From an optimization exercise on the open Yosys and OpenROAD flow, aimed at small area, a short achievable clock period and few clock cycles; shortcuts taken in it are not production practice.
Only simulation tests tie the RTL to the original design; equivalence was not proved.
Power and IR drop assume default switching activity.

**config.mk**
```make
export PLATFORM = sky130hd
export DESIGN_NAME = ofdmtx_enc
export DESIGN_NICKNAME = ofdmtx_enc
export VERILOG_FILES = /design/flow/design.v
export SDC_FILE = /design/flow/constraint.sdc
export NUM_CORES = 4
export LEC_CHECK = 0
export CAP_MARGIN = 20
export CORE_MARGIN = 2
export CORE_UTILIZATION = 40
export SLEW_MARGIN = 20
```
**constraint.sdc**
```tcl
create_clock -name core_clock -period 20.0 [get_ports {clk}]
set_input_delay 4.0000 -clock core_clock [delete_from_list [all_inputs] [get_ports {clk}]]
set_output_delay 4.0000 -clock core_clock [all_outputs]
set_load 0.01 [all_outputs]
```
**design.v**
```verilog
module ofdmtx_enc (
    input  wire        clk,
    input  wire        rst,
    input  wire        start_valid,
    output wire        start_ready,
    input  wire [7:0]  cfg_rb,      
    input  wire [11:0] cfg_len,     
    input  wire [6:0]  cfg_seed,    
    input  wire        in_valid,
    output wire        in_ready,
    input  wire [7:0]  in_data,
    output wire        out_valid,
    input  wire        out_ready,
    output wire [5:0]  out_data,
    output wire        out_last,
    output wire        out_err
);
    function [2:0] cost;
        input [1:0] code;
        case (code)
            2'd0: cost = 3'd1;
            2'd1: cost = 3'd2;
            2'd2: cost = 3'd4;
            default: cost = 3'd6;
        endcase
    endfunction
    localparam [1:0] F_IDLE = 2'd0, F_DEC = 2'd1, F_FILL = 2'd2, F_ERR = 2'd3;
    reg [1:0]   fstate;
    reg [7:0]   f_rb;
    reg [11:0]  f_rem;       
    reg [6:0]   scr;         
    reg         f_tdone;     
    reg         f_first;     
    reg [4:0]   f_row;       
    reg [4:0]   f_ncm1;      
    reg         f_s2, f_s3;  
    reg [5:0]   hist;        
    reg         full;        
    reg         full_last;   
    reg         full_err;    
    reg         ch_q;        
    reg         sr_q;        
    reg         ir_q;        
    reg         bv;          
    reg [7:0]   bd;
    reg [149:0] R;
    reg         r_act, r_err, r_last, r_s2, r_s3;
    reg         r_n6, r_n9, r_n12, r_n18;
    reg [7:0]   r_rb;
    reg [4:0]   r_ncol;
    reg [3:0]   r_c;         
    reg [1:0]   r_cm3;       
    reg [4:0]   r_q;         
    reg [1:0]   r_blk;
    reg [3:0]   r_sc;
    reg [2:0]   r_d;         
    reg         r_sh;        
    reg         o_v, o_last, o_err;
    reg [5:0]   o_d;
    reg         k_v, k_last, k_err;
    reg [5:0]   k_d;
    assign start_ready = sr_q;
    assign in_ready    = ir_q;
    assign out_valid   = o_v;
    assign out_data    = o_d;
    assign out_last    = o_last;
    assign out_err     = o_err;
    reg [7:0] scr_bits;
    reg [6:0] scr8;
    integer k;
    always @* begin
        scr8 = scr;
        for (k = 0; k < 8; k = k + 1) begin
            scr_bits[k] = scr8[6] ^ scr8[3];
            scr8 = {scr8[5:0], scr8[6] ^ scr8[3]};
        end
    end
    wire rem0     = (f_rem == 12'd0);
    wire rem1     = (f_rem == 12'd1);
    wire row_svc  = f_first && (f_row[4:1] == 4'd0);
    wire row_pay  = !row_svc && !rem0;
    wire row_tail = !row_svc && rem0 && !f_tdone;
    wire [7:0] wbyte = row_pay  ? (scr_bits ^ bd) :
                       row_tail ? {scr_bits[7:6], 6'd0} : scr_bits;
    wire row_lastc = (f_row == f_ncm1);
    wire filling = (fstate == F_FILL) && !full && ch_q;
    wire wr      = filling && (!row_pay || bv);
    wire pop     = filling && row_pay && bv;
    wire [4:0] g_total = {2'b00, cost(f_rb[1:0])} + {2'b00, cost(f_rb[3:2])}
                       + {2'b00, cost(f_rb[5:4])} + {2'b00, cost(f_rb[7:6])};
    wire g_ok = (g_total == 5'd4) || (g_total == 5'd8) || (g_total == 5'd12) ||
                (g_total == 5'd16) || (g_total == 5'd24);
    reg [4:0] g_ncm1;
    always @* begin
        case (g_total)
            5'd4:    g_ncm1 = 5'd2;
            5'd8:    g_ncm1 = 5'd5;
            5'd12:   g_ncm1 = 5'd8;
            5'd16:   g_ncm1 = 5'd11;
            default: g_ncm1 = 5'd17;
        endcase
    end
    reg [17:0] V;
    reg [5:0]  N;
    integer r;
    always @* begin
        for (r = 0; r < 18; r = r + 1)
            V[r] = R[8*r+6] ^ R[8*r+4] ^ R[8*r+3] ^ R[8*r] ^
                   (r_c[0] ? R[8*r+5] : R[8*r+1]);
        for (r = 0; r < 6; r = r + 1)
            N[r] = r_c[0] ? (R[8*r+7] ^ R[8*r+5] ^ R[8*r+4] ^ R[8*r+2] ^ R[8*r+1])
                          : (R[8*r+6] ^ R[8*r+5] ^ R[8*r+4] ^ R[8*r+3] ^ R[8*r]);
    end
    wire [1:0] ncm3 = (r_cm3 == 2'd2) ? 2'd0 : r_cm3 + 2'd1;
    reg [17:0] Vp;
    reg [5:0]  Np;
    integer g;
    always @* begin
        Vp = V;
        Np = N;
        if (r_s2) begin
            for (g = 0; g < 9; g = g + 1)
                if (r_c[0]) begin
                    Vp[2*g] = V[2*g+1]; Vp[2*g+1] = V[2*g];
                end
            for (g = 0; g < 3; g = g + 1)
                if (!r_c[0]) begin
                    Np[2*g] = N[2*g+1]; Np[2*g+1] = N[2*g];
                end
        end
        if (r_s3) begin
            for (g = 0; g < 6; g = g + 1)
                case (r_cm3)
                    2'd1: begin Vp[3*g] = V[3*g+1]; Vp[3*g+1] = V[3*g+2]; Vp[3*g+2] = V[3*g]; end
                    2'd2: begin Vp[3*g] = V[3*g+2]; Vp[3*g+1] = V[3*g]; Vp[3*g+2] = V[3*g+1]; end
                    default: ;
                endcase
            for (g = 0; g < 2; g = g + 1)
                case (ncm3)
                    2'd1: begin Np[3*g] = N[3*g+1]; Np[3*g+1] = N[3*g+2]; Np[3*g+2] = N[3*g]; end
                    2'd2: begin Np[3*g] = N[3*g+2]; Np[3*g+1] = N[3*g]; Np[3*g+2] = N[3*g+1]; end
                    default: ;
                endcase
        end
    end
    reg [22:0] X;
    always @* begin
        X = {5'd0, Vp};
        if (r_n6)  X[8:6]   = Np[2:0];
        if (r_n9)  X[13:9]  = Np[4:0];
        if (r_n12) X[16:12] = Np[4:0];
        if (r_n18) X[22:18] = Np[4:0];
    end
    wire [22:0] Xs = X >> r_q;
    wire [5:0] beat_d = Xs[5:0] & {{2{r_d[2] & r_d[1]}}, {2{r_d[2]}}, !r_d[0], 1'b1};
    wire sym_end   = (r_blk == 2'd3) && (r_sc == 4'd11);
    wire beat_last = r_err || (r_last && sym_end);
    wire produce   = r_act && !k_v;
    wire done      = produce && (r_err || sym_end);
    wire pickup    = full && (!r_act || done);
    wire shift     = produce && r_sh;
    wire [4:0] qd      = r_q + {2'b00, r_d};
    wire       xcol    = (qd >= r_ncol);
    wire [4:0] q_adv   = xcol ? qd - r_ncol : qd;
    wire [3:0] c_adv   = xcol ? r_c + 4'd1 : r_c;
    wire [1:0] blk_n1  = r_blk + 2'd1;
    wire [2:0] d_adv   = (r_sc == 4'd11) ? cost(r_rb[2*blk_n1 +: 2]) : r_d;
    wire [4:0] qd_adv  = q_adv + {2'b00, d_adv};
    wire       sh_adv  = (qd_adv >= r_ncol) && c_adv[0] && (c_adv != 4'd15);
    wire       r_act_n = pickup || (r_act && !done);
    wire [4:0] r_q_n   = pickup ? 5'd0 : (produce && !r_err) ? q_adv : r_q;
    wire [3:0] r_c_n   = pickup ? 4'd0 : (produce && !r_err) ? c_adv : r_c;
    reg [1:0] fstate_n;
    reg       full_n;
    always @* begin
        fstate_n = fstate;
        full_n   = full;
        case (fstate)
            F_IDLE: if (start_valid && sr_q) fstate_n = F_DEC;
            F_DEC:  fstate_n = g_ok ? F_FILL : F_ERR;
            F_FILL: if (wr && row_lastc) begin
                full_n = 1'b1;
                if (f_tdone || row_tail) fstate_n = F_IDLE;
            end
            default: if (!full) begin
                full_n   = 1'b1;
                fstate_n = F_IDLE;
            end
        endcase
        if (pickup) full_n = 1'b0;
    end
    wire       dec       = (fstate == F_DEC);
    wire       s2_n      = pickup ? f_s2 : r_s2;
    wire       rdy_n     = !r_act_n || (pickup ? full_err : r_err);
    wire       c15_n     = (r_c_n == 4'd15);
    wire [4:0] row0      = dec ? 5'd0 : f_row;
    wire       first0    = dec || f_first;
    wire       pay0      = !(first0 && row0[4:1] == 4'd0) && !dec && !rem0;
    wire       ch0       = rdy_n || (c15_n && ({1'b0, r_q_n} >= {1'b0, row0} + 6'd2 + {5'd0, s2_n}));
    wire       ir0       = (fstate_n == F_FILL) && !full_n && ch0 && pay0;    
    wire [4:0] row1      = f_row + 5'd1;
    wire       pay1      = !(f_first && row1[4:1] == 4'd0) && (row_pay ? !rem1 : !rem0);
    wire       ch1       = rdy_n || (c15_n && ({1'b0, r_q_n} >= {1'b0, row1} + 6'd2 + {5'd0, s2_n}));
    wire       ir1       = !row_lastc && ch1 && pay1;
    wire       chase_n   = wr ? ch1 : ch0;
    wire       bv_n      = (bv && !pop) || (in_valid && ir_q);
    always @(posedge clk) begin
        if (rst) begin
            fstate <= F_IDLE;
            full   <= 1'b0;
            sr_q   <= 1'b1;
            ir_q   <= 1'b1;
            bv     <= 1'b0;
            ch_q   <= 1'b0;
            r_act  <= 1'b0;
            o_v    <= 1'b0;
            k_v    <= 1'b0;
        end else begin
            fstate <= fstate_n;
            full   <= full_n;
            sr_q   <= (fstate_n == F_IDLE) && !full_n;
            ch_q   <= chase_n;
            bv     <= bv_n;
            ir_q   <= !bv_n || (wr ? ir1 : ir0);
            r_act  <= r_act_n;
            if (!o_v || out_ready) begin
                if (k_v) begin
                    o_v <= 1'b1;
                    k_v <= 1'b0;
                end else begin
                    o_v <= produce;
                end
            end else if (produce) begin
                k_v <= 1'b1;
            end
        end
        if (!o_v || out_ready) begin
            if (k_v) begin
                o_d <= k_d; o_last <= k_last; o_err <= k_err;
            end else begin
                o_d <= beat_d & {6{!r_err}}; o_last <= beat_last; o_err <= r_err;
            end
        end
        if (produce) begin
            k_d <= beat_d & {6{!r_err}}; k_last <= beat_last; k_err <= r_err;
        end
        if (!bv || pop) bd <= in_data;
        if (fstate == F_IDLE && !full) begin
            f_rb  <= cfg_rb;
            f_rem <= cfg_len;
            scr   <= cfg_seed;
        end
        if (fstate == F_DEC) begin
            f_ncm1    <= g_ncm1;
            f_s2      <= (g_total == 5'd16);
            f_s3      <= (g_total == 5'd24);
            f_tdone   <= 1'b0;
            f_first   <= 1'b1;
            f_row     <= 5'd0;
            full_err  <= !g_ok;
            full_last <= 1'b1;
        end
        if (wr) begin
            scr <= scr8;
            if (row_pay) f_rem <= f_rem - 12'd1;
            if (row_tail) f_tdone <= 1'b1;
            if (row_lastc) begin
                f_row     <= 5'd0;
                f_first   <= 1'b0;
                hist      <= wbyte[7:2];
                full_last <= f_tdone || row_tail;
            end else begin
                f_row <= f_row + 5'd1;
            end
        end
        if (shift) begin
            R <= {1'b0, R[149:1]};
        end else if (wr) begin
            R[6 + 8*f_row +: 8] <= wbyte;
            if (f_row == 5'd0)
                R[5:0] <= f_first ? 6'd0 : hist;
        end
        if (pickup) begin
            r_err  <= full_err;
            r_last <= full_last;
            r_rb   <= f_rb;
            r_ncol <= f_ncm1 + 5'd1;
            r_n6   <= (f_ncm1 == 5'd5);
            r_n9   <= (f_ncm1 == 5'd8);
            r_n12  <= (f_ncm1 == 5'd11);
            r_n18  <= (f_ncm1 == 5'd17);
            r_s2   <= f_s2;
            r_s3   <= f_s3;
            r_cm3  <= 2'd0;
            r_blk  <= 2'd0;
            r_sc   <= 4'd0;
            r_d    <= cost(f_rb[1:0]);
            r_sh   <= 1'b0;
        end else if (produce && !r_err) begin
            r_d  <= d_adv;
            r_sh <= sh_adv;
            if (xcol)
                r_cm3 <= ncm3;
            if (r_sc == 4'd11) begin
                r_sc  <= 4'd0;
                r_blk <= blk_n1;
            end else begin
                r_sc <= r_sc + 4'd1;
            end
        end
        r_q <= r_q_n;
        r_c <= r_c_n;
    end
endmodule
```
**run.sh**
```bash
#!/bin/bash
# synth_recipe.tcl (not shown) runs the flow's synth.tcl, then flattens the netlist and writes it again
# the make line also repeats each setting of config.mk as NAME=value (left out here)
make -C /OpenROAD-flow-scripts/flow DESIGN_CONFIG=/design/flow/config.mk WORK_HOME=/design/flow/orfs CLKGATE_MAP_FILE= SYNTH_SCRIPT=/design/flow/synth_recipe.tcl finish
```
==> results.tsv, run 1 <==
metric	value	unit
initial_core_util	40.6	%
coreArea	0.0444	mm^2
drt_iter0_drc	1454	
cp_slowest_cell	clkdlybuf4s50_1	
io_buffer_count	50	
first_global_vias	14100	
crit_chain	clkdlybuf4s50_1	
wl	49400	um
start_kind	flop	
cts_tree	yes	
grt_start_max_net_pins	96	
chipWidth	216	um
path_class	reg2out	
clk_latency	0.54	ns
p_int	1.89	mW
drv_cap	0	
slew_viol_final	0	
fmax	184	MHz
ant_nets	0	
final_area	0.0200	mm^2
final_core_util	45.1	%
rows	77	
syn_inst	1834	
post_drt_wl_per_cell	20.2	um
combPwrFrac	54.8	%
holdCritPathClass	reg2reg	
final_nets	1935	
first_pass_iters	5	
nFillCells	4170	
period_minus_slack	5.42	ns
fp.dieH	216	um
synth_seq_cells	275	
synth_top_area_cell	edfxtp_1	
finalCritPeriodShare	27.1	%
end_kind	primary output	
grt_pass1_wl	78100	um
place_area	0.0189	mm^2
cp_slowest_stage_delay	0.55	ns
crit_family	buffers and inverters	
grt.overflow.total	0	
ys_top_cells_by_area	edfxtp_1, nor2_1, a221oi_1	
hold_violations	0	
critPathBufInv	1	
ys.flop_type	edfxtp_1	
post_cts_resized	0	
post_cts_buffers	0	
seqPwrFrac	27.4	%
syn_area	0.0181	mm^2
grt_usage	20.7	%
cp_data_arrival_time	1.42	ns
clkPwrFrac	17.8	%
status	timing/DRC/antenna clean	
gp_congestion	0.888	
antenna_cells	0	
postSynth.asyncResetShare	0	%
die_area	0.0468	mm^2
rr_startpoint	r_q[1]$_DFF_P_	
slew_headroom	28.1	%
yosysTopAreaCellShare	37.3	%
crit_path_max_fanout	2	
ys_seq_area_share	42.9	%
cts_buffers	34	
synth_nets	1934	
vias	14700	
antenna_found_initial	0	
crit_start	ir_q$_SDFF_PP1_	
ios	51	
power_density	173	mW/mm^2
cp_data_required_time	16.00	ns
hold_buffers	0	
grt_setup_unrepaired	false	
synth_cell_type_count	106	
power_leakage	7.57	nW
drc	0	
tns	0	ns
drive_gt1_share	7.63	%
setup_viol	0	
ir_drop	0.130	mV
root_buffer	clkbuf_16	
syn_to_final_growth	11.0	%
syn_area_per_cell	9.84	um^2
hold_start	full_err$_DFFE_PP_	
hpwl	33200	um
cts.sinks	275	
swShare	45.6	%
htree_levels	2	
power.switching	1.58	mW
clk_pin_slew	0.06	ns
vias_per_cell	6.01	
skew	0.0207	ns
ys_warn_count	1	
clockBufferDepth	3	
worst_pin_slew	1.08	ns
synth_edf_count	224	
==> final timing paths <==
path	to	slack (ns)	cells past startpoint
worst max-delay path	in_ready	14.58	1
worst min-delay path	r_err$_DFF_P_	0.48	2
worst max register to register	ir_q$_SDFF_PP1_	14.78	19
worst min register to register	r_err$_DFF_P_	0.48	2
==> stage by stage <==
stage	power (mW)	hold WS, ns	std cells	worst slack (ns)
3_5_place_dp	2.84	0.467	2391	14.26
3_3_place_gp	2.80	0.456	2391	14.32
4_1_cts	3.46	0.480	2452	14.53
6_report	3.47	0.476	2452	14.58
5_1_grt	3.69	0.507	2452	14.51
2_1_floorplan	2.27	0.400	1834	14.77
==> tightest hold or removal path: stages (launching register included) <==
cell and delay, ns:
edfxtp_1 0.32, mux2i_1 0.07, inv_1 0.07
==> layout make-up <==
class / instances / area (um^2) / share of cell area, %
inverters: 60 / 225 / 1.12
clock inverters: 18 / 175 / 0.874
repair buffers: 65 / 613 / 3.06
multi-input cells: 1399 / 9620 / 48.0
well taps: 592 / 741 / 3.70
flip-flops and latches: 275 / 7750 / 38.7
clock buffers: 43 / 916 / 4.57
==> synth_stat cells (all sizes together), types with 28 or more instances <==
cell / n
o21ai: 61
clkbuf: 82
inv: 57
mux2i: 59
a21oi: 64
nand2: 138
dfxtp: 51
a221oi: 159
nor2: 400
edfxtp: 224
ha: 51
nand3: 47
xnor2: 70
nor3: 28
==> state kept, by name (all words and copies together), names as in the netlist, 3 cells and up <==
signal,count
R,150
bd,8
f_ncm1,5
f_rb,8
f_rem,12
f_row,5
hist,6
k_d,6
o_d,6
r_c,4
r_d,3
r_ncol,5
r_q,5
r_rb,8
r_sc,4
scr,7
==> kinds of logic after synthesis <==
kind of cell,Yosys count,synth area share (%)
AOI/OAI and AO/OA,436,18.7
xor gates and xnor gates,120,7.96
adders and majority gates,60,4.53
buffers and inverters,160,4.23
DFF,275,42.9
muxes,75,4.73
and+or+nand+nor,708,16.9
==> cell usage in the layout, fill, tap and decap left out, types with 7 or more instances in the layout <==
master / synthesis / final
a211oi_1: 8 / 8
a21o_1: 14 / 14
a21oi_1: 64 / 64
a221oi_1: 158 / 158
a22o_1: 9 / 9
a22oi_1: 12 / 12
a31oi_1: 7 / 7
buf_4: 1 / 15
clkbuf_1: 72 / 7
clkbuf_16: 0 / 35
clkdlybuf4s50_1: 0 / 50
clkinv_1: 3 / 8
clkinv_2: 0 / 7
dfxtp_1: 51 / 50
edfxtp_1: 224 / 224
fa_1: 9 / 9
ha_1: 51 / 51
inv_1: 55 / 55
mux2_2: 9 / 9
mux2i_1: 59 / 59
nand2_1: 137 / 135
nand2b_1: 15 / 15
nand3_1: 47 / 47
nor2_1: 400 / 400
nor2b_1: 15 / 15
nor3_1: 28 / 27
nor4_1: 8 / 8
o21ai_0: 51 / 51
o221a_2: 10 / 10
o22ai_1: 8 / 8
or2_2: 7 / 7
or3_1: 9 / 9
or4_1: 8 / 8
xnor2_1: 67 / 67
xnor3_1: 22 / 22
xor2_1: 24 / 24
==> per-layer routing <==
| metal | share of wire [%] | routed length [um] | vias up | global-route usage [%] |
|---|---|---|---|---|
| met4 | 3.4 | 1660 | 0 | 7.95 |
| met2 | 46 | 22900 | 568 | 33.2 |
| met5 | 0 | 0 | - | 0 |
| met1 | 43 | 21500 | 7182 | 27.9 |
| li1 | - | - | 6885 | - |
| met3 | 6.9 | 3410 | 91 | 3.87 |
==> power by group through the flow <==
stage | Sequential [mW] | Combinational [mW] | Clock, mW
2_1_floorplan | 0.900 | 1.37 | 0
3_3_place_gp | 0.956 | 1.84 | 0
3_5_place_dp | 0.960 | 1.88 | 0
4_1_cts | 0.950 | 1.88 | 0.627
5_1_grt | 0.970 | 2.07 | 0.650
6_report | 0.951 | 1.90 | 0.618
Testbench counts, summed over its fixed seeds: cycles 75,208.
==> run 2, diff against run 1 <==
--- a/design.v
+++ b/design.v
@@ -33,6 +33,5 @@
     reg         f_first;     
     reg [4:0]   f_row;       
-    reg [4:0]   f_ncm1;      
-    reg         f_s2, f_s3;  
+    reg [3:0]   f_g;         
     reg [5:0]   hist;        
     reg         full;        
@@ -45,8 +44,6 @@
     reg [7:0]   bd;
     reg [149:0] R;
-    reg         r_act, r_err, r_last, r_s2, r_s3;
-    reg         r_n6, r_n9, r_n12, r_n18;
-    reg [7:0]   r_rb;
-    reg [4:0]   r_ncol;
+    reg         r_act, r_err, r_last;
+    reg [3:0]   r_g;         
     reg [3:0]   r_c;         
     reg [1:0]   r_cm3;       
@@ -83,5 +80,7 @@
     wire [7:0] wbyte = row_pay  ? (scr_bits ^ bd) :
                        row_tail ? {scr_bits[7:6], 6'd0} : scr_bits;
+    wire [4:0] f_ncm1 = f_g[3] ? 5'd17 : f_g[2] ? 5'd11 : f_g[1] ? 5'd8 : f_g[0] ? 5'd5 : 5'd2;
     wire row_lastc = (f_row == f_ncm1);
+    wire f_s2 = f_g[2], f_s3 = f_g[3];      
     wire filling = (fstate == F_FILL) && !full && ch_q;
     wire wr      = filling && (!row_pay || bv);
@@ -91,14 +90,4 @@
     wire g_ok = (g_total == 5'd4) || (g_total == 5'd8) || (g_total == 5'd12) ||
                 (g_total == 5'd16) || (g_total == 5'd24);
-    reg [4:0] g_ncm1;
-    always @* begin
-        case (g_total)
-            5'd4:    g_ncm1 = 5'd2;
-            5'd8:    g_ncm1 = 5'd5;
-            5'd12:   g_ncm1 = 5'd8;
-            5'd16:   g_ncm1 = 5'd11;
-            default: g_ncm1 = 5'd17;
-        endcase
-    end
     reg [17:0] V;
     reg [5:0]  N;
@@ -112,46 +101,38 @@
                           : (R[8*r+6] ^ R[8*r+5] ^ R[8*r+4] ^ R[8*r+3] ^ R[8*r]);
     end
+    wire [4:0] r_ncol = r_g[3] ? 5'd18 : r_g[2] ? 5'd12 : r_g[1] ? 5'd9 : r_g[0] ? 5'd6 : 5'd3;
     wire [1:0] ncm3 = (r_cm3 == 2'd2) ? 2'd0 : r_cm3 + 2'd1;
-    reg [17:0] Vp;
-    reg [5:0]  Np;
-    integer g;
-    always @* begin
-        Vp = V;
-        Np = N;
-        if (r_s2) begin
-            for (g = 0; g < 9; g = g + 1)
-                if (r_c[0]) begin
-                    Vp[2*g] = V[2*g+1]; Vp[2*g+1] = V[2*g];
-                end
-            for (g = 0; g < 3; g = g + 1)
-                if (!r_c[0]) begin
-                    Np[2*g] = N[2*g+1]; Np[2*g+1] = N[2*g];
-                end
-        end
-        if (r_s3) begin
-            for (g = 0; g < 6; g = g + 1)
-                case (r_cm3)
-                    2'd1: begin Vp[3*g] = V[3*g+1]; Vp[3*g+1] = V[3*g+2]; Vp[3*g+2] = V[3*g]; end
-                    2'd2: begin Vp[3*g] = V[3*g+2]; Vp[3*g+1] = V[3*g]; Vp[3*g+2] = V[3*g+1]; end
-                    default: ;
-                endcase
-            for (g = 0; g < 2; g = g + 1)
-                case (ncm3)
-                    2'd1: begin Np[3*g] = N[3*g+1]; Np[3*g+1] = N[3*g+2]; Np[3*g+2] = N[3*g]; end
-                    2'd2: begin Np[3*g] = N[3*g+2]; Np[3*g+1] = N[3*g]; Np[3*g+2] = N[3*g+1]; end
-                    default: ;
-                endcase
-        end
-    end
-    reg [22:0] X;
+    reg [23:0] U;
     always @* begin
-        X = {5'd0, Vp};
-        if (r_n6)  X[8:6]   = Np[2:0];
-        if (r_n9)  X[13:9]  = Np[4:0];
-        if (r_n12) X[16:12] = Np[4:0];
-        if (r_n18) X[22:18] = Np[4:0];
-    end
-    wire [22:0] Xs = X >> r_q;
-    wire [5:0] beat_d = Xs[5:0] & {{2{r_d[2] & r_d[1]}}, {2{r_d[2]}}, !r_d[0], 1'b1};
+        U = {6'd0, V};
+        if (r_g[0]) U[11:6]  = N;
+        if (r_g[1]) U[14:9]  = N;
+        if (r_g[2]) U[17:12] = N;
+        if (r_g[3]) U[23:18] = N;
+    end
+    function [5:0] perm6;
+        input [5:0] x;
+        input s2, s3, odd;
+        input [1:0] m3;
+        begin
+            perm6 = x;
+            if (s2 && odd) perm6 = {x[4], x[5], x[2], x[3], x[0], x[1]};
+            if (s3) case (m3)
+                2'd1: perm6 = {x[3], x[5], x[4], x[0], x[2], x[1]};
+                2'd2: perm6 = {x[4], x[3], x[5], x[1], x[0], x[2]};
+                default: ;
+            endcase
+        end
+    endfunction
+    wire [1:0] qg = (r_q >= 5'd12) ? 2'd2 : (r_q >= 5'd6) ? 2'd1 : 2'd0;
+    wire [4:0] q6 = r_q - {1'b0, qg, 2'b00} - {2'b00, qg, 1'b0};
+    wire [2:0] qm = q6[2:0];
+    wire [5:0] lo = U[6*qg +: 6];
+    wire [5:0] hi = U[6*qg + 6 +: 6];
+    wire hi_next = (r_g[2] && qg == 2'd1) || (r_g[3] && qg == 2'd2);
+    wire [5:0] lop = perm6(lo, r_g[2], r_g[3], r_c[0], r_cm3);
+    wire [5:0] hip = perm6(hi, r_g[2], r_g[3], hi_next ? !r_c[0] : r_c[0], hi_next ? ncm3 : r_cm3);
+    wire [11:0] W  = {hip, lop} >> qm;
+    wire [5:0] beat_d = W[5:0] & {{2{r_d[2] & r_d[1]}}, {2{r_d[2]}}, !r_d[0], 1'b1};
     wire sym_end   = (r_blk == 2'd3) && (r_sc == 4'd11);
     wire beat_last = r_err || (r_last && sym_end);
@@ -165,5 +146,5 @@
     wire [3:0] c_adv   = xcol ? r_c + 4'd1 : r_c;
     wire [1:0] blk_n1  = r_blk + 2'd1;
-    wire [2:0] d_adv   = (r_sc == 4'd11) ? cost(r_rb[2*blk_n1 +: 2]) : r_d;
+    wire [2:0] d_adv   = (r_sc == 4'd11) ? cost(f_rb[2*blk_n1 +: 2]) : r_d;
     wire [4:0] qd_adv  = q_adv + {2'b00, d_adv};
     wire       sh_adv  = (qd_adv >= r_ncol) && c_adv[0] && (c_adv != 4'd15);
@@ -191,5 +172,5 @@
     end
     wire       dec       = (fstate == F_DEC);
-    wire       s2_n      = pickup ? f_s2 : r_s2;
+    wire       s2_n      = pickup ? f_s2 : r_g[2];
     wire       rdy_n     = !r_act_n || (pickup ? full_err : r_err);
     wire       c15_n     = (r_c_n == 4'd15);
@@ -205,4 +186,16 @@
     wire       chase_n   = wr ? ch1 : ch0;
     wire       bv_n      = (bv && !pop) || (in_valid && ir_q);
+    always @(posedge clk)
+        if (shift || (wr && f_row == 5'd0))
+            R[5:0] <= shift ? R[6:1] : (f_first ? 6'd0 : hist);
+    genvar gr;
+    generate
+        for (gr = 0; gr < 18; gr = gr + 1) begin : g_row
+            wire [8:0] up = (gr == 17) ? {1'b0, R[6+8*gr +: 8]} : R[6+8*gr +: 9];
+            always @(posedge clk)
+                if (shift || (wr && f_row == gr))
+                    R[6+8*gr +: 8] <= shift ? up[8:1] : wbyte;
+        end
+    endgenerate
     always @(posedge clk) begin
         if (rst) begin
@@ -219,5 +212,5 @@
             fstate <= fstate_n;
             full   <= full_n;
-            sr_q   <= (fstate_n == F_IDLE) && !full_n;
+            sr_q   <= (fstate_n == F_IDLE) && !full_n && (rdy_n || c15_n);
             ch_q   <= chase_n;
             bv     <= bv_n;
@@ -246,5 +239,5 @@
         end
         if (!bv || pop) bd <= in_data;
-        if (fstate == F_IDLE && !full) begin
+        if (fstate == F_IDLE && !full && (!r_act || r_err || r_c == 4'd15)) begin    
             f_rb  <= cfg_rb;
             f_rem <= cfg_len;
@@ -252,7 +245,5 @@
         end
         if (fstate == F_DEC) begin
-            f_ncm1    <= g_ncm1;
-            f_s2      <= (g_total == 5'd16);
-            f_s3      <= (g_total == 5'd24);
+            f_g       <= {g_total == 5'd24, g_total == 5'd16, g_total == 5'd12, g_total == 5'd8};
             f_tdone   <= 1'b0;
             f_first   <= 1'b1;
@@ -274,22 +265,8 @@
             end
         end
-        if (shift) begin
-            R <= {1'b0, R[149:1]};
-        end else if (wr) begin
-            R[6 + 8*f_row +: 8] <= wbyte;
-            if (f_row == 5'd0)
-                R[5:0] <= f_first ? 6'd0 : hist;
-        end
         if (pickup) begin
             r_err  <= full_err;
             r_last <= full_last;
-            r_rb   <= f_rb;
-            r_ncol <= f_ncm1 + 5'd1;
-            r_n6   <= (f_ncm1 == 5'd5);
-            r_n9   <= (f_ncm1 == 5'd8);
-            r_n12  <= (f_ncm1 == 5'd11);
-            r_n18  <= (f_ncm1 == 5'd17);
-            r_s2   <= f_s2;
-            r_s3   <= f_s3;
+            r_g    <= f_g;
             r_cm3  <= 2'd0;
             r_blk  <= 2'd0;
==> run 2 against run 1 <==
Critical path type unchanged. Sequential power fell by 6.5%. Total power fell by 2.7%. Highest routed layer unchanged. Wire length fell by 24%. Critical endpoint unchanged. Hold slack got worse by 0.023 ns. Clock-buffer cell count fell by 2.
==> results.tsv, run 2 <==
metric	value	unit	change
status	timing/DRC/antenna clean		unchanged
synth_top_area_cell	edfxtp_1		unchanged
ys.flop_type	edfxtp_1		unchanged
clockBufferDepth	3		unchanged
cp_slowest_cell	clkdlybuf4s50_1		unchanged
final_nets	1549		was 1935
io_buffer_count	50		unchanged
die_area	0.0400	mm^2	was 0.0468 mm^2
post_cts_buffers	0		unchanged
path_class	reg2out		unchanged
htree_levels	1		was 2
chipWidth	200	um	was 216 um
antenna_cells	0		unchanged
p_int	1.95	mW	was 1.89 mW
antenna_found_initial	0		unchanged
grt.overflow.total	0		unchanged
gp_congestion	0.870		was 0.888
hpwl	25700	um	was 33200 um
end_kind	primary output		unchanged
synth_seq_cells	257		was 275
hold_buffers	0		unchanged
fmax	183	MHz	was 184 MHz
crit_family	buffers and inverters		unchanged
drv_cap	0		unchanged
finalCritPeriodShare	27.3	%	was 27.1%
cp_data_required_time	16.00	ns	about the same
nFillCells	3518		was 4170
swShare	42.1	%	was 45.6%
slew_viol_final	0		unchanged
vias	11100		was 14700
power	3.37	mW	was 3.47 mW
first_global_vias	10900		was 14100
cp_slowest_stage_delay	0.55	ns	about the same
clk_pin_slew	0.06	ns	about the same
rows	71		was 77
ys_top_cells_by_area	edfxtp_1, dfxtp_1, o21a_1		was edfxtp_1, nor2_1, a221oi_1
worst_pin_slew	1.11	ns	was 1.08 ns
syn_area	0.0153	mm^2	was 0.0181 mm^2
ff2ff_setup_slack	14.57	ns	was 14.78 ns
slew_headroom	25.7	%	was 28.1%
ir_drop	0.195	mV	was 0.130 mV
grt_start_max_net_pins	86		was 96
seqPwrFrac	26.3	%	was 27.4%
regMostFlops	R		unchanged
final_common_cell	edfxtp_1		was nor2_1
power_leakage	6.53	nW	was 7.57 nW
start_kind	flop		unchanged
ant_nets	0		unchanged
synthAdderAreaFrac	5.54	%	was 4.53%
crit_chain	clkdlybuf4s50_1		unchanged
synth_top_family_by_area	compound AO/OA/AOI/OAI gates		unchanged
initial_core_util	40.6	%	about the same
crit_path_max_fanout	2		unchanged
first_pass_iters	5		unchanged
post_drt_wl_per_cell	18.9	um	was 20.2 um
synth_cell_type_count	84		was 106
power.switching	1.42	mW	was 1.58 mW
synth_compound_area_share	19.8	%	was 18.7%
reg_top3	R (150), f_rem (12)		unchanged
yosysTopAreaCellShare	40.7	%	was 37.3%
final_area	0.0173	mm^2	was 0.0200 mm^2
final_core_util	45.9	%	was 45.1%
post_cts_resized	0		unchanged
cts.sinks	257		was 275
root_buffer	clkbuf_16		unchanged
grt_usage	18.9	%	was 20.7%
cts_buffers	29		was 34
holdCritPathClass	reg2reg		unchanged
layout_common_cells	edfxtp_1, nand2_1, o21a_1, nor2_1, xnor2_1		was nor2_1, edfxtp_1, a221oi_1, nand2_1, xnor2_1
postSynth.asyncResetShare	0	%	unchanged
wl	37400	um	was 49400 um
place_area	0.0163	mm^2	was 0.0189 mm^2
syn_area_per_cell	10.8	um^2	was 9.84 um^2
vias_per_cell	5.58		was 6.01
cp_data_arrival_time	1.46	ns	was 1.42 ns
cts_tree	yes		unchanged
grt_setup_unrepaired	false		unchanged
syn_to_final_growth	12.8	%	was 11.0%
syn_inst	1426		was 1834
setup_ws	14.54	ns	was 14.58 ns
drive_gt1_share	8.09	%	was 7.63%
largest_reg_flops	150		unchanged
synth_xor_area_share	8.88	%	was 7.96%
period_minus_slack	5.46	ns	was 5.42 ns
clk_latency	0.57	ns	was 0.54 ns
ios	51		unchanged
critPathBufInv	1		unchanged
tns	0	ns	unchanged
yosys.area_share.simple	11.7	%	was 16.9%
post-synth-top-count-cell	edfxtp_1		was nor2_1
combPwrFrac	57.4	%	was 54.8%
hold_violations	0		unchanged
drt_iter0_drc	787		was 1454
dp_slack	14.60	ns	was 14.26 ns
synthMuxAreaShare	3.42	%	was 4.73%
setup_viol	0		unchanged
skew	0.0233	ns	was 0.0207 ns
synth_common_cells	edfxtp_1, nand2_1, o21a_1		was nor2_1, edfxtp_1, a221oi_1
synth_nets	1527		was 1934
fp.dieH	200	um	was 216 um
grt_pass1_wl	59600	um	was 78100 um
ys_seq_area_share	47.1	%	was 42.9%
drc	0		unchanged
power_density	195	mW/mm^2	was 173 mW/mm^2
coreArea	0.0378	mm^2	was 0.0444 mm^2
clkPwrFrac	16.3	%	was 17.8%
ys_warn_count	1		unchanged
synth_edf_count	208		was 224
==> run 2: changes by cell type after synthesis, moves of 9 or more <==
cell and delta:
a221oi_1 -151, mux2i_1 -26, nand3b_1 +9, a211oi_1 +16
buf_1 +10, clkbuf_8 -10, nor2_1 -314, nand3_1 -21
o21a_1 +91, a21o_1 +53, clkbuf_1 -11, edfxtp_1 -16
o21ai_0 +17
==> run 2: kinds of logic after synthesis <==
kind of cell    count (synthesis)
compound gates                424
simple gates                  375
flops                         257
buf+inv                       140
xor+xnor                      119
fa+ha+maj                      63
mux                            48
==> run 2: metal layers <==
metal  wire length (um)  part of all wire, %  up-vias  global-route usage, %
li1                   -                    -     5327                      -
met1              16800                   45     5414                   25.9
met2              18200                   49      279                   32.0
met3               1730                  4.6       44                   1.97
met4                720                  1.9        0                   4.53
met5                  0                    0        -                      0
==> run 2: worst paths after layout <==
| path | startpoint | endpoint | cells past startpoint |
|---|---|---|---|
| hold / removal | full_err$_DFFE_PP_ | r_err$_DFF_P_ | 2 |
| setup reg to reg | r_g[2]$_DFFE_PN_ | ir_q$_SDFF_PP1_ | 22 |
| setup / recovery | ir_q$_SDFF_PP1_ | in_ready | 1 |
| hold reg to reg | full_err$_DFFE_PP_ | r_err$_DFF_P_ | 2 |
==> run 2: through the flow <==
step,hold slack [ns],instances
2_1_floorplan,0.403,1426
4_1_cts,0.458,1982
3_3_place_gp,0.442,1928
5_1_grt,0.521,1982
3_5_place_dp,0.442,1928
6_report,0.453,1982
==> run 2: layout make-up <==
| cell class | instances | area (um^2) | share of cell area, % |
|---|---|---|---|
| well taps | 511 | 639 | 3.69 |
| inverters | 58 | 218 | 1.26 |
| flip-flops and latches | 257 | 7230 | 41.7 |
| multi-input cells | 1029 | 7580 | 43.8 |
| repair buffers | 73 | 673 | 3.89 |
| clock inverters | 13 | 170 | 0.983 |
| clock buffers | 41 | 811 | 4.68 |
==> run 2: power by group through the flow <==
stage / clock (mW) / combinational, mW / sequential [mW]
after detailed placement: 0 / 1.93 / 0.899
after floorplan: 0 / 1.45 / 0.871
final: 0.549 / 1.94 / 0.889
after CTS: 0.559 / 1.94 / 0.888
after global placement: 0 / 1.89 / 0.896
after global routing: 0.579 / 2.16 / 0.898
Testbench counts of run 2, summed over its fixed seeds: cycles 75,348.
==> run 3, diff against run 2 <==
==> flow/run.sh (new file) <==
#!/bin/bash
# The standard layout (the standard.sh: standard synthesis, then ORFS to
# finish), with ORFS's own setup repair asked to leave a slack margin, so that
# its sizing passes also shorten the paths that already meet the 20 ns clock.
# The clock, the constraints and every other step are the standard ones.
set -euo pipefail
bash standard.sh SETUP_SLACK_MARGIN=15.0 finish > standard_finish.log 2>&1
==> standard.sh (new file) <==
#!/bin/bash
# synth_recipe.tcl (not shown) runs the flow's synth.tcl, then flattens the netlist and writes it again
# the make line also repeats each setting of config.mk as NAME=value (left out here)
make -C /OpenROAD-flow-scripts/flow DESIGN_CONFIG=/design/flow/config.mk WORK_HOME=/design/flow/orfs CLKGATE_MAP_FILE= SYNTH_SCRIPT=/design/flow/synth_recipe.tcl "${@:-finish}"
removed: run.sh
==> run 3 against run 2 <==
Utilization rose by 0.23 points. Sequential cell count did not move. Total power rose by 0.59%. Final cell count rose by 0.45%. Sequential share of layout area fell by 0.17 points. Clock power barely moved. Critical endpoint is now out_err.
==> results.tsv, run 3 <==
metric	value	unit	change
tns	0	ns	unchanged
ys_seq_area_share	47.1	%	unchanged
fmax	197	MHz	was 183 MHz
cts.sinks	257		unchanged
synth_cell_type_count	84		unchanged
cp_data_arrival_time	1.08	ns	was 1.46 ns
grt_usage	18.9	%	about the same
grt_start_max_net_pins	86		unchanged
cts_buffers	29		unchanged
gp_congestion	0.870		unchanged
hold_violations	0		unchanged
grt_pass1_wl	59900	um	was 59600 um
status	timing/DRC/antenna clean		unchanged
ff2ff_setup_slack	15.29	ns	was 14.57 ns
ys_warn_count	1		unchanged
regMostFlops	R		unchanged
met1_usage	26.0	%	was 25.9%
finalCritPeriodShare	25.4	%	was 27.3%
antenna_found_initial	0		unchanged
top_usage_layer	met2		unchanged
initial_core_util	40.6	%	unchanged
power_density	195	mW/mm^2	about the same
die_area	0.0400	mm^2	unchanged
holdCritPathClass	reg2reg		unchanged
use_met3	1.97	%	unchanged
cp_num_cells	1		unchanged
first_global_vias	11000		was 10900
synth_nets	1527		unchanged
end_kind	primary output		unchanged
setup_viol	0		unchanged
drive_gt1_share	10.5	%	was 8.09%
io_buffer_count	50		unchanged
period_minus_slack	5.08	ns	was 5.46 ns
start_kind	flop		unchanged
rr_startpoint	r_d[0]$_DFFE_PP_		was r_g[2]$_DFFE_PN_
drc	0		unchanged
yosysTopAreaCellShare	40.7	%	unchanged
worst_pin_slew	1.13	ns	was 1.11 ns
synth_top_area_cell	edfxtp_1		unchanged
holdWs	0.455	ns	was 0.453 ns
syn_inst	1426		unchanged
crit_path_max_fanout	1		was 2
path_class	reg2out		unchanged
hpwl	25700	um	unchanged
clk_pin_slew	0.06	ns	about the same
synth_edf_count	208		unchanged
crit_family	flip-flops		was buffers and inverters
slew_headroom	24.3	%	was 25.7%
ff2ff_path_depth	22		unchanged
cts_tree	yes		unchanged
vias_per_cell	5.59		was 5.58
crit_chain	buf_2		was clkdlybuf4s50_1
clk_latency	0.57	ns	about the same
grt_setup_unrepaired	true		was false
cp_slowest_stage_delay	0.37	ns	was 0.55 ns
crit_start	o_err$_DFFE_PP_		was ir_q$_SDFF_PP1_
drt_iter0_drc	767		was 787
chipWidth	200	um	unchanged
syn_area	0.0153	mm^2	unchanged
layout_common_cells	edfxtp_1, nand2_1, o21a_1, nor2_1, xnor2_1		unchanged
final_nets	1558		was 1549
wl	37600	um	was 37400 um
skew	0.0229	ns	was 0.0233 ns
cp_slowest_cell	edfxtp_1		was clkdlybuf4s50_1
slew_viol_final	0		unchanged
ys_top_cells_by_area	edfxtp_1, dfxtp_1, o21a_1		unchanged
post_drt_wl_per_cell	18.9	um	about the same
syn_area_per_cell	10.8	um^2	unchanged
syn_to_final_growth	13.4	%	was 12.8%
ios	51		unchanged
synth_common_cells	edfxtp_1, nand2_1, o21a_1		unchanged
rows	71		unchanged
critPathBufInv	1		unchanged
root_buffer	clkbuf_16		unchanged
fp.dieH	200	um	unchanged
stdcell_count	1991		was 1982
first_pass_iters	5		unchanged
post-synth-top-count-cell	edfxtp_1		unchanged
nFillCells	3514		was 3518
synth_seq_cells	257		unchanged
htree_levels	1		unchanged
ant_nets	0		unchanged
vias	11100		about the same
power_leakage	6.59	nW	was 6.53 nW
met2_usage	32.3	%	was 32.0%
reg_top3	R (150), f_rem (12)		unchanged
cp_data_required_time	16.00	ns	about the same
placed_cells	1928		unchanged
largest_reg_flops	150		unchanged
antenna_cells	0		unchanged
drv_cap	0		unchanged
ys.flop_type	edfxtp_1		unchanged
final_common_cell	edfxtp_1		unchanged
crit_end	out_err		was in_ready
ir_drop	0.194	mV	was 0.195 mV
clockBufferDepth	3		unchanged
grt.overflow.total	0		unchanged
coreArea	0.0378	mm^2	unchanged
rr_endpoint	ir_q$_SDFF_PP1_		unchanged
hold_start	full_err$_DFFE_PP_		unchanged
postSynth.asyncResetShare	0	%	unchanged
## run 3: per-stage QoR
| stage | worst slack [ns] | cell area [um^2] | util [%] | power (mW) |
|---|---|---|---|---|
| 4_1_cts | 14.88 | 17300 | 45.8 | 3.38 |
| 3_3_place_gp | 14.59 | 16300 | 43.3 | 2.78 |
| 5_1_grt | 14.86 | 17400 | 46.1 | 3.66 |
| 3_5_place_dp | 14.60 | 16300 | 43.3 | 2.83 |
| 2_1_floorplan | 15.12 | 15300 | - | 2.32 |
| 6_report | 14.92 | 17400 | 46.1 | 3.39 |
## run 3: layout make-up
class,instances,area [um^2],share of cell area [%]
clock buffers,41,811,4.66
clock inverters,13,170,0.978
inverters,58,223,1.28
multi-input cells,1029,7620,43.8
flip-flops and latches,257,7230,41.6
well taps,511,639,3.67
repair buffers,82,704,4.05
## run 3: routing by layer
metal	vias to the layer above	part of all wire (%)
li1	5353	-
met1	5431	45
met2	290	48
met3	49	4.7
met4	0	2.0
met5	-	0
## run 3: repair_timing
action / CTS / global route
pin swaps: 0 / 1
cloned: 0 / 0
resized for setup: 52 / 17
setup endpoints to repair: 14 / 24
hold endpoints to repair: 0 / 0
setup buffers: 4 / 5
hold buffers: 0 / 0
## run 3: worst reg2reg max path, delay by kind of cell (launching register included)
family,cells,cell delay (ns)
AO/OA/AOI/OAI,11,1.80
flip-flops,1,0.39
AND/OR/NAND/NOR,5,0.55
adder cells (fa/ha/maj),5,1.74
buffers and inverters,1,0.10
## run 3: worst min path at each step
stage                                   to  slack, ns  depth (start not counted)
after global placement       r_err$_DFF_P_       0.44                          2
final                        r_err$_DFF_P_       0.45                          2
after detailed placement     r_err$_DFF_P_       0.44                          2
after CTS                    r_err$_DFF_P_       0.46                          2
after global routing         r_err$_DFF_P_       0.52                          2
after floorplan           r_last$_DFFE_PN_       0.40                          0
## run 3: cells by family after synthesis
group	Yosys count	share of synthesized area, %
AO/OA/AOI/OAI	424	19.8
multiplexers	48	3.42
XOR/XNOR	119	8.88
adder cells (fa/ha/maj)	63	5.54
AND/OR/NAND/NOR	375	11.7
buffers and inverters	140	3.62
flip-flops	257	47.1
## run 3: where the power goes
| part | switching, mW | total (mW) | internal (mW) |
|---|---|---|---|
| Combinational | 1.13 | 1.96 | 0.822 |
| Sequential | 0.0730 | 0.888 | 0.815 |
| Clock | 0.226 | 0.549 | 0.323 |
==> run 4, diff against run 3 <==
--- a/design.v
+++ b/design.v
@@ -33,5 +33,4 @@
     reg         f_first;     
     reg [4:0]   f_row;       
-    reg [3:0]   f_g;         
     reg [5:0]   hist;        
     reg         full;        
@@ -45,7 +44,7 @@
     reg [149:0] R;
     reg         r_act, r_err, r_last;
+    reg [3:0]   f_g;         
     reg [3:0]   r_g;         
     reg [3:0]   r_c;         
-    reg [1:0]   r_cm3;       
     reg [4:0]   r_q;         
     reg [1:0]   r_blk;
@@ -83,5 +82,5 @@
     wire row_lastc = (f_row == f_ncm1);
     wire f_s2 = f_g[2], f_s3 = f_g[3];      
-    wire filling = (fstate == F_FILL) && !full && ch_q;
+    wire filling = (fstate == F_FILL) && !full && ch_q && (!r_act || r_err || !k_v);
     wire wr      = filling && (!row_pay || bv);
     wire pop     = filling && row_pay && bv;
@@ -102,5 +101,12 @@
     end
     wire [4:0] r_ncol = r_g[3] ? 5'd18 : r_g[2] ? 5'd12 : r_g[1] ? 5'd9 : r_g[0] ? 5'd6 : 5'd3;
-    wire [1:0] ncm3 = (r_cm3 == 2'd2) ? 2'd0 : r_cm3 + 2'd1;
+    reg [1:0] r_cm3, ncm3;    
+    always @* begin
+        case (r_c)
+            4'd0, 4'd3, 4'd6, 4'd9, 4'd12, 4'd15: begin r_cm3 = 2'd0; ncm3 = 2'd1; end
+            4'd1, 4'd4, 4'd7, 4'd10, 4'd13:       begin r_cm3 = 2'd1; ncm3 = 2'd2; end
+            default:                              begin r_cm3 = 2'd2; ncm3 = 2'd0; end
+        endcase
+    end
     reg [23:0] U;
     always @* begin
@@ -178,11 +184,11 @@
     wire       first0    = dec || f_first;
     wire       pay0      = !(first0 && row0[4:1] == 4'd0) && !dec && !rem0;
-    wire       ch0       = rdy_n || (c15_n && ({1'b0, r_q_n} >= {1'b0, row0} + 6'd2 + {5'd0, s2_n}));
-    wire       ir0       = (fstate_n == F_FILL) && !full_n && ch0 && pay0;    
+    wire       chase_n   = rdy_n || (c15_n && (r_q_n >= 5'd2 + {4'd0, s2_n}));
+    wire       k_v_n     = o_v && !out_ready && (k_v || produce);
+    wire       mv_n      = rdy_n || !k_v_n;
+    wire       ir0       = (fstate_n == F_FILL) && !full_n && chase_n && mv_n && pay0;    
     wire [4:0] row1      = f_row + 5'd1;
     wire       pay1      = !(f_first && row1[4:1] == 4'd0) && (row_pay ? !rem1 : !rem0);
-    wire       ch1       = rdy_n || (c15_n && ({1'b0, r_q_n} >= {1'b0, row1} + 6'd2 + {5'd0, s2_n}));
-    wire       ir1       = !row_lastc && ch1 && pay1;
-    wire       chase_n   = wr ? ch1 : ch0;
+    wire       ir1       = !row_lastc && chase_n && mv_n && pay1;
     wire       bv_n      = (bv && !pop) || (in_valid && ir_q);
     always @(posedge clk)
@@ -269,5 +275,4 @@
             r_last <= full_last;
             r_g    <= f_g;
-            r_cm3  <= 2'd0;
             r_blk  <= 2'd0;
             r_sc   <= 4'd0;
@@ -277,6 +282,4 @@
             r_d  <= d_adv;
             r_sh <= sh_adv;
-            if (xcol)
-                r_cm3 <= ncm3;
             if (r_sc == 4'd11) begin
                 r_sc  <= 4'd0;
--- a/config.mk
+++ b/config.mk
@@ -9,3 +9,5 @@
 export CORE_MARGIN = 2
 export CORE_UTILIZATION = 40
+export CTS_CLUSTER_DIAMETER = 80
+export CTS_CLUSTER_SIZE = 40
 export SLEW_MARGIN = 20
==> run 4 against run 3 <==
Still clean. Sequential power is 2.6% higher. Non-clock buffer count is 13 lower. Hold slack better by 0.017 ns. Sequential share of layout area is 2.9 points higher. Synthesized cell count is 2.6% lower. Clock power is 35% lower. Clock skew is 0.0029 ns lower. Register-to-register slack better by 0.06 ns. Worst setup slack better by 0.053 ns. Largest cell class is now flip-flops and latches. Highest routed layer unchanged.
==> results.tsv, run 4 <==
metric	value	unit	change
status	timing/DRC/antenna clean		unchanged
post_drt_wl_per_cell	18.8	um	was 18.9 um
die_area	0.0389	mm^2	was 0.0400 mm^2
combPwrFrac	60.2	%	was 57.6%
synth_common_cells	edfxtp_1, nand2_1, o21a_1		unchanged
largest_reg_flops	150		unchanged
end_kind	primary output		unchanged
setup_viol	0		unchanged
synth_seq_cells	258		was 257
holdCritPathClass	reg2reg		unchanged
cp_data_required_time	16.00	ns	about the same
initial_core_util	40.7	%	was 40.6%
drt_iter0_drc	738		was 767
crit_family	flip-flops		unchanged
ff2ff_path_depth	21		was 22
clkPwrFrac	11.2	%	was 16.2%
grt_usage	18.0	%	was 18.9%
start_kind	flop		unchanged
gp_congestion	0.882		was 0.870
crit_end	out_data[0]		was out_err
coreArea	0.0367	mm^2	was 0.0378 mm^2
cp_data_arrival_time	1.03	ns	was 1.08 ns
cp_slowest_cell	edfxtp_1		unchanged
stdcell_count	1873		was 1991
clk_latency	0.51	ns	was 0.57 ns
fp.dieH	197	um	was 200 um
crit_path_max_fanout	1		unchanged
crit_start	o_d[0]$_DFFE_PP_		was o_err$_DFFE_PP_
ys.flop_type	edfxtp_1		unchanged
synth_edf_count	209		was 208
met1_usage	25.4	%	was 26.0%
seqPwrFrac	28.6	%	was 26.2%
hold_violations	0		unchanged
slew_viol_final	0		unchanged
chipWidth	197	um	was 200 um
antenna_cells	0		unchanged
rr_startpoint	r_d[0]$_DFFE_PP_		unchanged
final_core_util	44.5	%	was 46.1%
vias	10600		was 11100
wl	35300	um	was 37600 um
yosysTopAreaCellShare	42.0	%	was 40.7%
place_area	0.0158	mm^2	was 0.0163 mm^2
ios	51		unchanged
syn_inst	1389		was 1426
power_leakage	6.20	nW	was 6.59 nW
rr_endpoint	r_sh$_SDFFE_PP0P_		was ir_q$_SDFF_PP1_
final_area	0.0163	mm^2	was 0.0174 mm^2
cp_slowest_stage_delay	0.38	ns	was 0.37 ns
first_pass_iters	5		unchanged
top_usage_layer	met2		unchanged
clk_pin_slew	0.10	ns	was 0.06 ns
p_int	1.78	mW	was 1.96 mW
grt_pass1_wl	55900	um	was 59900 um
power.switching	1.41	mW	was 1.43 mW
syn_area	0.0150	mm^2	was 0.0153 mm^2
critPathBufInv	1		unchanged
ys_seq_area_share	48.5	%	was 47.1%
synth_nets	1480		was 1527
grt_start_max_net_pins	67		was 86
grt.overflow.total	0		unchanged
syn_area_per_cell	10.8	um^2	about the same
slew_headroom	26.8	%	was 24.3%
crit_chain	buf_2		unchanged
layout_common_cells	edfxtp_1, nand2_1, o21a_1, nor2_1, xnor2_1		unchanged
final_common_cell	edfxtp_1		unchanged
met2_usage	30.0	%	was 32.3%
fmax	199	MHz	was 197 MHz
drc	0		unchanged
ys_top_cells_by_area	edfxtp_1, dfxtp_1, o21a_1		unchanged
placed_cells	1844		was 1928
dp_slack	14.46	ns	was 14.60 ns
ff2ff_setup_slack	15.35	ns	was 15.29 ns
first_global_vias	10300		was 11000
synth_top_area_cell	edfxtp_1		unchanged
rows	70		was 71
cts_buffers	15		was 29
postSynth.asyncResetShare	0	%	unchanged
cp_num_cells	1		unchanged
htree_levels	1		unchanged
period_minus_slack	5.03	ns	was 5.08 ns
drive_gt1_share	9.25	%	was 10.5%
grt_setup_unrepaired	true		unchanged
use_met3	2.05	%	was 1.97%
antenna_found_initial	0		unchanged
finalCritPeriodShare	25.1	%	was 25.4%
ant_nets	0		unchanged
hold_buffers	0		unchanged
drv_cap	0		unchanged
final_nets	1488		was 1558
reg_top3	R (150), f_rem (12)		unchanged
path_class	reg2out		unchanged
hpwl	24400	um	was 25700 um
cts.sinks	258		was 257
regMostFlops	R		unchanged
root_buffer	clkbuf_16		unchanged
swShare	44.2	%	was 42.2%
ys_warn_count	1		unchanged
worst_pin_slew	1.08	ns	was 1.13 ns
syn_to_final_growth	9.31	%	was 13.4%
post-synth-top-count-cell	edfxtp_1		unchanged
skew	0.0200	ns	was 0.0229 ns
clockBufferDepth	3		unchanged
ir_drop	0.140	mV	was 0.194 mV
tns	0	ns	unchanged
synth_cell_type_count	95		was 84
cts_tree	yes		unchanged
io_buffer_count	50		unchanged
vias_per_cell	5.63		was 5.59
power_density	195	mW/mm^2	about the same
setup_ws	14.97	ns	was 14.92 ns
[run 4: cell types whose count changed in the layout (fill, tap and decap cells not counted), sizes merged, moves of 9 or more]
cell,delta
nand4,-9
nor3,+11
o21ai,-13
inv,+13
clkbuf,-26
buf,-13
nand3,+11
o31ai,+9
ha,-10
[run 4: per-stage QoR]
stage               total power [mW]  hold slack [ns]
floorplan                       2.34            0.409
detailed placement              2.84            0.445
global route                    3.44            0.480
global placement                2.80            0.442
finish                          3.19            0.472
CTS                             3.20            0.470
[run 4: cell type report]
cell class                      instances  area, um^2
Clock inverter                         10         131
Clock buffer                           15         375
Multi-Input combinational cell        990        7150
Tap cell                              468         586
Fill cell                            3379       20400
Inverter                               63         238
Sequential cell                       258        7260
Timing Repair Buffer                   69         601
[run 4: kinds of logic (layout without fill, tap and decap cells)]
kind of cell	after synthesis	count (layout)	synth area share, %
fa+ha+maj	51	51	4.72
compound gates	386	386	18.7
mux	45	45	3.46
flops	258	258	48.5
xor+xnor	113	113	8.07
simple gates	395	395	12.6
buf+inv	141	157	3.85
[run 4: per-layer routing]
| metal | part of all wire, % | up-vias |
|---|---|---|
| met5 | 0 | - |
| met4 | 1.4 | 0 |
| met1 | 47 | 5140 |
| met3 | 4.9 | 41 |
| met2 | 47 | 284 |
| li1 | - | 5087 |
[run 4: power groups by stage]
stage                     Combinational, mW  Sequential (mW)  Clock (mW)
after detailed placement               1.92            0.922           0
final                                  1.92            0.911       0.357
after global placement                 1.88            0.922           0
after CTS                              1.93            0.910       0.365
after floorplan                        1.45            0.889           0
after global routing                   2.13            0.924       0.381
[run 4: repair_timing]
action	CTS	global route
gates resized for setup	50	4
cloned	0	0
pin swaps	0	1
setup endpoints to repair	13	12
setup buffers	2	2
[run 4: worst min path at each step]
stage / from / endpoint / slack, ns / depth (start not counted)
finish: full_last$_DFF_P_ / r_last$_DFFE_PP_ / 0.47 / 0
global route: full_last$_DFF_P_ / r_last$_DFFE_PP_ / 0.48 / 0
CTS: full_last$_DFF_P_ / r_last$_DFFE_PP_ / 0.47 / 0
detailed placement: full_last$_DFF_P_ / r_last$_DFFE_PP_ / 0.44 / 0
global placement: full_last$_DFF_P_ / r_last$_DFFE_PP_ / 0.44 / 0
floorplan: full_last$_DFF_P_ / r_last$_DFFE_PP_ / 0.41 / 0
Testbench counts of run 4, summed over its fixed seeds: cycles 75,348.
==> run 5, diff against run 4 <==
--- a/config.mk
+++ b/config.mk
@@ -9,5 +9,5 @@
 export CORE_MARGIN = 2
 export CORE_UTILIZATION = 40
-export CTS_CLUSTER_DIAMETER = 80
-export CTS_CLUSTER_SIZE = 40
+export CTS_CLUSTER_DIAMETER = 70
+export CTS_CLUSTER_SIZE = 35
 export SLEW_MARGIN = 20
==> run 5 against run 4 <==
Critical path type unchanged. Total power is 3.3% higher. Clock-buffer cell count is 6 higher. Worst setup slack worse by 0.026 ns. Non-clock buffer count unchanged. Largest power group unchanged. Utilization rose by 0.75 points. Synthesized cell count stayed put.
==> results.tsv, run 5 <==
metric	value	unit	change
worst_pin_slew	1.07	ns	was 1.08 ns
ff2ff_path_depth	23		was 21
fmax	198	MHz	was 199 MHz
drv_cap	0		unchanged
cp_slowest_stage_delay	0.38	ns	about the same
slew_viol_final	0		unchanged
vias	10600		about the same
holdCritPathClass	reg2reg		unchanged
swShare	44.1	%	was 44.2%
min_path_cells	0		unchanged
cp_slowest_cell	edfxtp_1		unchanged
ys_top_cells_by_area	edfxtp_1, dfxtp_1, o21a_1		unchanged
status	timing/DRC/antenna clean		unchanged
antenna_cells	0		unchanged
regMostFlops	R		unchanged
period_minus_slack	5.05	ns	was 5.03 ns
critPathBufInv	1		unchanged
ios	51		unchanged
clk_latency	0.55	ns	was 0.51 ns
power_density	198	mW/mm^2	was 195 mW/mm^2
htree_levels	1		unchanged
ys_warn_count	1		unchanged
crit_path_max_fanout	1		unchanged
hold_violations	0		unchanged
layout_common_cells	edfxtp_1, nand2_1, o21a_1, nor2_1, xnor2_1		unchanged
final_core_util	45.3	%	was 44.5%
first_global_vias	10400		was 10300
synth_top_area_cell	edfxtp_1		unchanged
syn_to_final_growth	11.1	%	was 9.31%
final_nets	1493		was 1488
reg_top3	R (150), f_rem (12)		unchanged
start_kind	flop		unchanged
syn_area_per_cell	10.8	um^2	unchanged
cts.sinks	258		unchanged
postSynth.asyncResetShare	0	%	unchanged
grt.overflow.total	0		unchanged
rr_startpoint	r_d[0]$_DFFE_PP_		unchanged
skew	0.0448	ns	was 0.0200 ns
yosysTopAreaCellShare	42.0	%	unchanged
ant_nets	0		unchanged
setup_viol	0		unchanged
final_common_cell	edfxtp_1		unchanged
seqPwrFrac	27.7	%	was 28.6%
die_area	0.0389	mm^2	unchanged
coreArea	0.0367	mm^2	unchanged
rows	70		unchanged
end_kind	primary output		unchanged
io_buffer_count	50		unchanged
ir_drop	0.144	mV	was 0.140 mV
rr_endpoint	r_sh$_SDFFE_PP0P_		unchanged
grt_setup_unrepaired	true		unchanged
synth_common_cells	edfxtp_1, nand2_1, o21a_1		unchanged
clk_pin_slew	0.09	ns	was 0.10 ns
ys_seq_area_share	48.5	%	unchanged
grt_start_max_net_pins	67		unchanged
synth_nets	1480		unchanged
fp.dieH	197	um	unchanged
hold_start	full_last$_DFF_P_		unchanged
drive_gt1_share	9.96	%	was 9.25%
initial_core_util	40.7	%	unchanged
power	3.29	mW	was 3.19 mW
ys.flop_type	edfxtp_1		unchanged
antenna_found_initial	0		unchanged
cts_buffers	20		was 15
wl	35700	um	was 35300 um
cp_data_required_time	16.00	ns	about the same
clkPwrFrac	13.9	%	was 11.2%
grt_pass1_wl	56500	um	was 55900 um
slew_headroom	27.4	%	was 26.8%
synth_edf_count	209		unchanged
largest_reg_flops	150		unchanged
combPwrFrac	58.4	%	was 60.2%
stdcell_count	1884		was 1873
power.switching	1.45	mW	was 1.41 mW
post-synth-top-count-cell	edfxtp_1		unchanged
syn_inst	1389		unchanged
grt_usage	18.2	%	was 18.0%
post_drt_wl_per_cell	18.9	um	was 18.8 um
finalCritPeriodShare	25.3	%	was 25.1%
first_pass_iters	7		was 5
crit_chain	buf_2		unchanged
crit_family	flip-flops		unchanged
power_leakage	6.32	nW	was 6.20 nW
p_int	1.84	mW	was 1.78 mW
nFillCells	3343		was 3379
vias_per_cell	5.61		was 5.63
placed_cells	1844		unchanged
holdWs	0.448	ns	was 0.472 ns
cp_data_arrival_time	1.05	ns	was 1.03 ns
hold-path-endpoint	r_last$_DFFE_PP_		unchanged
cts_tree	yes		unchanged
gp_congestion	0.882		unchanged
path_class	reg2out		unchanged
root_buffer	clkbuf_16		unchanged
drc	0		unchanged
drt_iter0_drc	728		was 738
tns	0	ns	unchanged
synth_seq_cells	258		unchanged
syn_area	0.0150	mm^2	unchanged
hpwl	24400	um	unchanged
chipWidth	197	um	unchanged
synth_cell_type_count	95		unchanged
clockBufferDepth	3		unchanged
ff2ff_setup_slack	15.28	ns	was 15.35 ns
run 5: cell counts after synthesis:
No cell type changed its count.
run 5: final cells by class:
type / instances / area [um^2] / share of cell area (%)
Multi-Input combinational cell: 990 / 7150 / 43.0
Sequential cell: 258 / 7260 / 43.7
Clock inverter: 15 / 249 / 1.50
Inverter: 63 / 238 / 1.43
Clock buffer: 21 / 526 / 3.16
Timing Repair Buffer: 69 / 607 / 3.65
Tap cell: 468 / 586 / 3.52
run 5: how the worst max path moves through the flow:
stage	start	end	slack, ns	cells after the start
global route	o_d[0]$_DFFE_PP_	out_data[0]	14.91	1
finish	o_d[0]$_DFFE_PP_	out_data[0]	14.95	1
CTS	o_d[0]$_DFFE_PP_	out_data[0]	14.92	1
global placement	out_ready	ir_q$_SDFF_PP1_	14.49	7
floorplan	out_ready	ir_q$_SDFF_PP1_	15.04	6
detailed placement	out_ready	ir_q$_SDFF_PP1_	14.46	7
run 5: cell families after synthesis:
kind of cell,count (synthesis),share of synthesized area [%]
multiplexers,45,3.46
XOR/XNOR,113,8.07
buffers and inverters,141,3.85
adder cells (fa/ha/maj),51,4.72
AO/OA/AOI/OAI,386,18.7
flip-flops,258,48.5
AND/OR/NAND/NOR,395,12.6
run 5: metal layers:
metal | vias to the layer above | part of all wire (%) | global-route usage [%]
li1 | 5098 | - | -
met1 | 5145 | 46 | 25.6
met2 | 276 | 47 | 30.2
met3 | 46 | 4.9 | 2.20
met4 | 0 | 1.7 | 3.98
met5 | - | 0 | 0
run 5: stage by stage:
step	cell area [um^2]	worst slack (ns)
2_1_floorplan	15000	15.04
3_3_place_gp	15800	14.49
3_5_place_dp	15800	14.46
4_1_cts	16600	14.92
5_1_grt	16600	14.91
6_report	16600	14.95
run 5: repair_timing:
| item | 4_1_cts | 5_1_grt |
|---|---|---|
| hold buffers | 0 | 0 |
| pin swaps | 0 | 1 |
| endpoints found under the setup margin | 12 | 13 |
| setup buffers | 1 | 3 |
| resized for setup | 49 | 4 |
| hold endpoints to repair | 0 | 0 |
run 5: power groups by stage:
stage | Combinational (mW) | Sequential [mW] | Clock, mW
final | 1.92 | 0.912 | 0.458
after global routing | 2.13 | 0.924 | 0.486
after CTS | 1.93 | 0.911 | 0.469
after detailed placement | 1.92 | 0.922 | 0
after global placement | 1.88 | 0.922 | 0
after floorplan | 1.45 | 0.889 | 0

-- static timing again, ports no longer ideal --
No port has a modelled driver above. Below, the same layouts with a new extraction and two added sets of constraints. Step 1 assumes that a clkbuf_16 drives the clock port and a buf_2 every other input. Step 2 moves the port delays by t, midway between the first and last clock arrival at a register: inputs arrive t later, outputs are due t later. That takes back most of the time a late clock gives input paths. a / b / c = no drivers / after step 1 / after step 2; a / b = the first two.
run	t (ns)	slack for setup (ns)	latest minus earliest clock arrival (ns)	slew at the worst register clock pin (ns)	worst data-port slew with drivers (ns)
run 1	0.587	14.575 / 14.521 / 14.220	0.021 / 0.021	0.06 / 0.06	0.05
run 2	0.613	14.535 / 14.483 / 14.571	0.023 / 0.023	0.07 / 0.07	0.04
run 3	0.613	14.921 / 14.869 / 14.609	0.023 / 0.023	0.07 / 0.07	0.04
run 4	0.550	14.973 / 14.921 / 14.535	0.023 / 0.023	0.12 / 0.12	0.04
run 5	0.585	14.947 / 14.893 / 14.529	0.045 / 0.045	0.11 / 0.11	0.04
After both steps setup and hold are still met in every run listed. The setup slack of run 4, which loses most, moves by -0.052 ns with the drivers and by -0.438 ns with both steps.
